Background: an optimization exercise with open tools, aiming at small area. Do not read the settings as production practice.
The RTL was checked by simulation tests, not by an equivalence proof against the original design.
The clock port is modelled as an ideal driver, which makes a skipped or thinned clock tree look cheaper than it is; a real chip needs a root buffer or a tree.
No activity file was given, so power comes from the tool's default toggle rates.

== alpha ==
Design globe_core, start of the top module:
module globe_core (
    input  wire         clk,
    input  wire         rst,               
    input  wire         connected,
    input  wire         cmd_valid,
    input  wire [31:0]  cmd,
    input  wire [31:0]  now,
    output wire         cmd_ready,         
    output reg          indicator,
    output wire [15:0]  pwm_duty,
    output reg          pwm_we,            
    output wire [239:0] leds,              
    output reg          led_flush,         
    output wire         begin_accepting    
);
    localparam [23:0] C_GREEN  = 24'h00FF00;
    localparam [23:0] C_BLUE   = 24'h0000FF;
    localparam [23:0] C_PURPLE = 24'hB400FF;
    localparam [23:0] C_YELLOW = 24'hFF9600;
    localparam [1:0] L_START = 2'd0, L_WAIT = 2'd1, L_CONN = 2'd2;
    localparam [1:0] K_BLACK = 2'd0, K_CUR = 2'd1, K_RED = 2'd2, K_AQUA = 2'd3;
    function e_of(input [7:0] p);
        begin
            case (p)
                8'b0_0000_010, 8'b0_0001_000, 8'b0_0001_011, 8'b0_0010_000, 8'b0_0010_011,
                8'b0_0011_001, 8'b0_0011_100, 8'b0_0100_010, 8'b0_0101_000, 8'b0_0101_011,
                8'b0_0110_000, 8'b0_0110_011, 8'b0_0111_001, 8'b0_0111_100, 8'b0_1000_010,
                8'b0_1001_000, 8'b0_1001_011, 8'b1_0000_001, 8'b1_0000_100, 8'b1_0001_001,
                8'b1_0001_011, 8'b1_0010_000, 8'b1_0010_011, 8'b1_0011_010, 8'b1_0100_001,
                8'b1_0100_100, 8'b1_0101_001, 8'b1_0101_011, 8'b1_0110_000, 8'b1_0110_011,
                8'b1_0111_010, 8'b1_1000_001, 8'b1_1000_100, 8'b1_1001_001, 8'b1_1001_011:
                    e_of = 1'b1;
                default: e_of = 1'b0;
            endcase
        end
    endfunction
    reg [1:0]  link_state;
    reg [23:0] cur_color;
    reg [6:0]  step_m1;       
    reg        duty_ramp;     
    reg        act;           
    reg        pend;          
    reg        ph;            
    reg [3:0]  rc;            
    reg [2:0]  rs;            
    reg [15:0] rduty;         
    reg [31:0] next_tick;     
    reg        ticked;        
    reg [1:0]  fc;            
    reg [9:0]  hit;           
    reg        ovr0;          
    reg        blue0;         
    wire [7:0] tag = cmd[31:24];
    wire [2:0] id  = cmd[10:8];
    wire       btn = (tag == 8'h02) && (cmd[15:11] == 5'd0);
    wire       pr  = cmd[0];
  ...
==> flow/config.mk <==
export PLATFORM = sky130hd
export DESIGN_NAME = globe_core
export DESIGN_NICKNAME = globe_core
export VERILOG_FILES = /design/flow/design.v
export SDC_FILE = /design/flow/constraint.sdc
export NUM_CORES = 4
export LEC_CHECK = 0
export ABC_AREA = 1
export CAP_MARGIN = 5
export CORE_AREA = 5.52 5.44 134.32 133.28
export DIE_AREA = 0 0 139.84 138.72
export PLACE_DENSITY = 0.75
export SLEW_MARGIN = 5
==> flow/constraint.sdc <==
create_clock -name core_clock -period 20.0 [get_ports {clk}]
set_input_delay 4.0000 -clock core_clock [delete_from_list [all_inputs] [get_ports {clk}]]
set_output_delay 4.0000 -clock core_clock [all_outputs]
set_load 0.01 [all_outputs]
standard.sh (not shown) runs the stock make flow with config.mk's settings and CLKGATE_MAP_FILE= SYNTH_SCRIPT=/design/flow/synth_recipe.tcl, a recipe that flattens the netlist after the stock synthesis.
==> flow/flow/run.sh <==
#!/bin/bash
# Layout flow: the standard synthesis, then its combinational logic
# re-mapped by ABC with a stronger area script (registers, their cells and
# names untouched), then the standard layout with two changes: the port
# buffers are the smallest buffer cell, and after clock tree synthesis the
# clock tree is rebuilt as one level of four clock buffers, each driving a
# quarter of the flip-flops (flow/post_cts.tcl).
set -euo pipefail
here=$(pwd)
res=$here/orfs/results/$FLOW_PLATFORM/globe_core/base
YOSYS=yosys
if [[ -x $FLOW_HOME/../tools/install/yosys/bin/yosys ]]; then
  YOSYS=$FLOW_HOME/../tools/install/yosys/bin/yosys
fi
LIB=$FLOW_HOME/platforms/sky130hd/lib/sky130_fd_sc_hd__tt_025C_1v80.lib
export BUFFER_PORTS_ARGS="-buffer_cell sky130_fd_sc_hd__buf_1"
export POST_CTS_TCL=$here/flow/post_cts.tcl
export CTS_ARGS="-sink_clustering_enable -repair_clock_nets -dont_use_dummy_load -buf_list {sky130_fd_sc_hd__clkbuf_4 sky130_fd_sc_hd__clkbuf_8}"

bash standard.sh synth > standard_synth.log 2>&1
cp $res/1_2_yosys.v $here/std_synth.v

# re-map the combinational logic, a few ABC seeds in parallel; keep the smallest
R2='balance; rewrite; refactor; balance; rewrite; rewrite -z; balance; refactor -z; rewrite -z; balance'
DU=$(cat $here/flow/dontuse.txt)
for s in 1 2 3 4; do
  printf 'strash\n&get -n\n&deepsyn -T 60 -S %s\n&put\n%s\ndch -f\nmap -a\ntopo\n' $s "$R2" > $here/resynth_$s.abc
  (
    $YOSYS -p "read_liberty -ignore_miss_func $LIB; read_verilog $here/std_synth.v; hierarchy -top $FLOW_TOP; \
      setattr -mod -set blackbox 1 sky130_fd_sc_hd__dfxtp_1 sky130_fd_sc_hd__edfxtp_1 sky130_fd_sc_hd__conb_1; \
      flatten; delete t:\$scopeinfo; rename -hide w:*.*; opt_clean; \
      abc -liberty $LIB $DU -script $here/resynth_$s.abc; opt_clean -purge; \
      write_verilog -noattr -nohex -nodec $here/resynth_$s.raw.v" > $here/resynth_$s.log 2>&1 &&
    $YOSYS -p "read_liberty -lib -ignore_miss_func $LIB; read_verilog $here/resynth_$s.raw.v; hierarchy -top $FLOW_TOP; \
      hilomap -singleton -hicell sky130_fd_sc_hd__conb_1 HI -locell sky130_fd_sc_hd__conb_1 LO; \
      insbuf -buf sky130_fd_sc_hd__buf_4 A X; \
      check -assert -mapped; \
      tee -o $here/resynth_$s.stat stat -liberty $LIB; \
      write_verilog -noattr -nohex -nodec $here/resynth_$s.v" > $here/resynth_$s.2.log 2>&1 || rm -f $here/resynth_$s.v
  ) &
done
wait
best=""; besta=""
for s in 1 2 3 4; do
  a=$(grep -o "Chip area for module.*: [0-9.]*" $here/resynth_$s.stat 2>/dev/null | awk '{print $NF}' || true)
  if [[ -n "$a" && -s $here/resynth_$s.v ]]; then
    if [[ -z "$besta" ]] || awk "BEGIN{exit !($a < $besta)}"; then best=$s; besta=$a; fi
  fi
done
echo "resynthesis: best seed $best area $besta" > $here/resynth.log
if [[ -n "$best" ]]; then
  cp $here/resynth_$best.v $res/1_2_yosys.v
  rm -f $res/1_synth.odb
fi

bash standard.sh > standard.log 2>&1
Other scripts of this flow, unchanged in this note and not shown: flow/flow/dontuse.txt, flow/flow/post_cts.tcl
Looking at the reports, alpha completed the entire flow and the layout it produced met the timing, DRC and antenna checks.
Relative to alpha, the following input files were edited for beta:
- DIE_AREA now 0 0 156.4 155.04, was 0 0 139.84 138.72
- CORE_AREA now 5.52 5.44 150.88 149.6, was 5.52 5.44 134.32 133.28
- PLACE_DENSITY now 0.6, was 0.75
- SLEW_MARGIN now 20, was 5
- CAP_MARGIN now 20, was 5
--- a/flow/flow/run.sh
+++ b/flow/flow/run.sh
@@ -7 +7 @@
-# quarter of the flip-flops (flow/post_cts.tcl).
+# quadrant of the flip-flops (flow/post_cts.tcl).
@@ -23 +23 @@
-# re-map the combinational logic, a few ABC seeds in parallel; keep the smallest
+# re-map the combinational logic with eight ABC seeds, four at a time; keep the smallest
@@ -26 +26 @@
-for s in 1 2 3 4; do
+for s in 1 2 3 4 5 6 7 8; do
@@ -40,0 +41 @@
+  if (( s % 4 == 0 )); then wait; fi
@@ -44 +45 @@
-for s in 1 2 3 4; do
+for s in 1 2 3 4 5 6 7 8; do
Findings:
- Of beta and alpha, the run reporting the higher die width was beta.
- Sort beta and alpha by worst-case hold slack desc -> top: beta
- Taking alpha as the reference, in beta minimum period implied by the final worst setup slack down 230 ps, routed wire length higher, power in combinational cells went up, count of non-filler cells in the finished layout has increased.
Input changes introduced in gamma (baseline for comparison: beta):
- PLACE_DENSITY changed from 0.6 to 0.75
- SLEW_MARGIN changed from 20 to 5
- CAP_MARGIN changed from 20 to 5
- CORE_AREA changed from 5.52 5.44 150.88 149.6 to 5.52 5.44 134.32 133.28
- DIE_AREA changed from 0 0 156.4 155.04 to 0 0 139.84 138.72
--- a/flow/flow/run.sh
+++ b/flow/flow/run.sh
@@ -23 +23,2 @@
-# re-map the combinational logic with eight ABC seeds, four at a time; keep the smallest
+# re-map the combinational logic with sixteen ABC runs (eight seeds, each with
+# and without two-input LUTs in deepsyn), four at a time; keep the smallest
@@ -26,2 +27,3 @@
-for s in 1 2 3 4 5 6 7 8; do
-  printf 'strash\n&get -n\n&deepsyn -T 60 -S %s\n&put\n%s\ndch -f\nmap -a\ntopo\n' $s "$R2" > $here/resynth_$s.abc
+for s in $(seq 1 16); do
+  if (( s <= 8 )); then ds="-S $s"; else ds="-S $((s - 8)) -t"; fi
+  printf 'strash\n&get -n\n&deepsyn -T 60 %s\n&put\n%s\ndch -f\nmap -a\ntopo\n' "$ds" "$R2" > $here/resynth_$s.abc
@@ -45 +47 @@
-for s in 1 2 3 4 5 6 7 8; do
+for s in $(seq 1 16); do
### Flow results
From beta to gamma the numbers moved as follows: overall power after layout has increased; clock power shows no meaningful change; setup slack picked up an extra 180 ps; cell count -about 4%; antenna diode instance count has decreased.
Looking at longest individual stage delay on the worst path, gamma sits 80 ps higher than beta does.
Going from beta to gamma, smallest hold slack was more or less identical; highest net fanout along the worst path went up by 1.
In every run of this note, the design's own scripts or RTL, not TritonCTS, make the clock network.


## the reference run
Starting RTL as in the previous note.
clock: 20.0 ns
lec_check: 0
abc_area: 1
cap_margin: 5
core_area: 5.52 5.44 134.32 133.28
die_area: 0 0 139.84 138.72
place_density: 0.75
slew_margin: 5
==> flow/flow/run.sh <==
#!/bin/bash
# Layout flow: the standard synthesis, then its combinational logic
# re-mapped by ABC with a stronger area script (registers, their cells and
# names untouched), then the standard layout with two changes: the port
# buffers are the smallest buffer cell, and after clock tree synthesis the
# clock tree is rebuilt as one level of four clock buffers, each driving a
# quadrant of the flip-flops (flow/post_cts.tcl).
set -euo pipefail
here=$(pwd)
res=$here/orfs/results/$FLOW_PLATFORM/globe_core/base
YOSYS=yosys
if [[ -x $FLOW_HOME/../tools/install/yosys/bin/yosys ]]; then
  YOSYS=$FLOW_HOME/../tools/install/yosys/bin/yosys
fi
LIB=$FLOW_HOME/platforms/sky130hd/lib/sky130_fd_sc_hd__tt_025C_1v80.lib
export BUFFER_PORTS_ARGS="-buffer_cell sky130_fd_sc_hd__buf_1"
export POST_CTS_TCL=$here/flow/post_cts.tcl
export CTS_ARGS="-sink_clustering_enable -repair_clock_nets -dont_use_dummy_load -buf_list {sky130_fd_sc_hd__clkbuf_4 sky130_fd_sc_hd__clkbuf_8}"

bash standard.sh synth > standard_synth.log 2>&1
cp $res/1_2_yosys.v $here/std_synth.v

# re-map the combinational logic with eight ABC seeds, four at a time; keep the smallest
R2='balance; rewrite; refactor; balance; rewrite; rewrite -z; balance; refactor -z; rewrite -z; balance'
DU=$(cat $here/flow/dontuse.txt)
for s in 1 2 3 4 5 6 7 8; do
  printf 'strash\n&get -n\n&deepsyn -T 60 -S %s\n&put\n%s\ndch -f\nmap -a\ntopo\n' $s "$R2" > $here/resynth_$s.abc
  (
    $YOSYS -p "read_liberty -ignore_miss_func $LIB; read_verilog $here/std_synth.v; hierarchy -top $FLOW_TOP; \
      setattr -mod -set blackbox 1 sky130_fd_sc_hd__dfxtp_1 sky130_fd_sc_hd__edfxtp_1 sky130_fd_sc_hd__conb_1; \
      flatten; delete t:\$scopeinfo; rename -hide w:*.*; opt_clean; \
      abc -liberty $LIB $DU -script $here/resynth_$s.abc; opt_clean -purge; \
      write_verilog -noattr -nohex -nodec $here/resynth_$s.raw.v" > $here/resynth_$s.log 2>&1 &&
    $YOSYS -p "read_liberty -lib -ignore_miss_func $LIB; read_verilog $here/resynth_$s.raw.v; hierarchy -top $FLOW_TOP; \
      hilomap -singleton -hicell sky130_fd_sc_hd__conb_1 HI -locell sky130_fd_sc_hd__conb_1 LO; \
      insbuf -buf sky130_fd_sc_hd__buf_4 A X; \
      check -assert -mapped; \
      tee -o $here/resynth_$s.stat stat -liberty $LIB; \
      write_verilog -noattr -nohex -nodec $here/resynth_$s.v" > $here/resynth_$s.2.log 2>&1 || rm -f $here/resynth_$s.v
  ) &
  if (( s % 4 == 0 )); then wait; fi
done
wait
best=""; besta=""
for s in 1 2 3 4 5 6 7 8; do
  a=$(grep -o "Chip area for module.*: [0-9.]*" $here/resynth_$s.stat 2>/dev/null | awk '{print $NF}' || true)
  if [[ -n "$a" && -s $here/resynth_$s.v ]]; then
    if [[ -z "$besta" ]] || awk "BEGIN{exit !($a < $besta)}"; then best=$s; besta=$a; fi
  fi
done
echo "resynthesis: best seed $best area $besta" > $here/resynth.log
if [[ -n "$best" ]]; then
  cp $here/resynth_$best.v $res/1_2_yosys.v
  rm -f $res/1_synth.odb
fi

bash standard.sh > standard.log 2>&1
Other scripts of this flow, unchanged in this note and not shown: flow/flow/dontuse.txt, flow/flow/post_cts.tcl
The reference run has completed all stages; timing, DRC and antenna checks passed.
The inputs of the trial run differ from those of the reference run as listed below.
# the reference run
export LEC_CHECK = 0
export ABC_AREA = 1
export CAP_MARGIN = 5
export CORE_AREA = 5.52 5.44 134.32 133.28
export DIE_AREA = 0 0 139.84 138.72
export PLACE_DENSITY = 0.75
export SLEW_MARGIN = 5
create_clock -name core_clock -period 20.0 [get_ports {clk}]
# the trial run
export LEC_CHECK = 0
export ABC_AREA = 1
export CAP_MARGIN = 5
export CORE_AREA = 5.52 5.44 134.32 133.28
export DIE_AREA = 0 0 139.84 138.72
export GPL_TIMING_DRIVEN = 0
export PLACE_DENSITY = 0.75
export SLEW_MARGIN = 5
create_clock -name core_clock -period 20.0 [get_ports {clk}]
Findings:
The met2 usage reported for the trial run is smaller than that of the reference run by 2.2 points.
Number of DRC markers in iteration 0 ended up 57 lower on the trial run than on the reference run.
The trial run against the reference run: cell count along the critical path went up, clock group power higher, power about even, net switching component of the power went up by 0.67%.
Fmax: the trial run below the reference run
Higher core utilization among the trial run and the reference run: the trial run
Final weighted congestion in routability-driven placement grows by a few percent when moving from the reference run to the trial run.
The final layouts of the trial run and the reference run pass the timing, DRC and antenna checks.
No run of this note takes its clock network from TritonCTS; it comes from the design's own scripts or RTL.

[port drivers added, routing unchanged]
No port has a modelled driver above. Below, the same layouts with a new extraction and two added sets of constraints. Step 1: set_driving_cell puts a clkbuf_16 on clk and a buf_2 on each other input, an assumption about the parent block. Step 2 also shifts input and output timing later by t, the mid clock arrival at the registers, as if the neighbouring blocks saw the same clock. a / b / c = ideal ports / drivers / drivers and shift; a / b = the first two.
run	shift t [ns]	setup WS [ns]	worst hold slack (ns)	worst setup path after step 2	cell pins on the clock port's net
alpha	0.251	10.635 / 10.596 / 10.596	0.487 / 0.487 / 0.487	input to output	4
beta	0.250	10.861 / 10.920 / 10.670	0.491 / 0.491 / 0.491	input to register	4
gamma	0.251	11.036 / 11.011 / 10.868	0.490 / 0.490 / 0.490	input to register	4
the reference run	0.252	10.878 / 10.850 / 10.850	0.458 / 0.458 / 0.458	input to output	4
the trial run	0.252	10.619 / 10.673 / 10.421	0.481 / 0.481 / 0.481	input to register	4
After both steps setup and hold are still met in every run listed. For the trial run, which loses most, drivers alone change the setup slack by +0.054 ns; drivers and shift together by -0.198 ns.
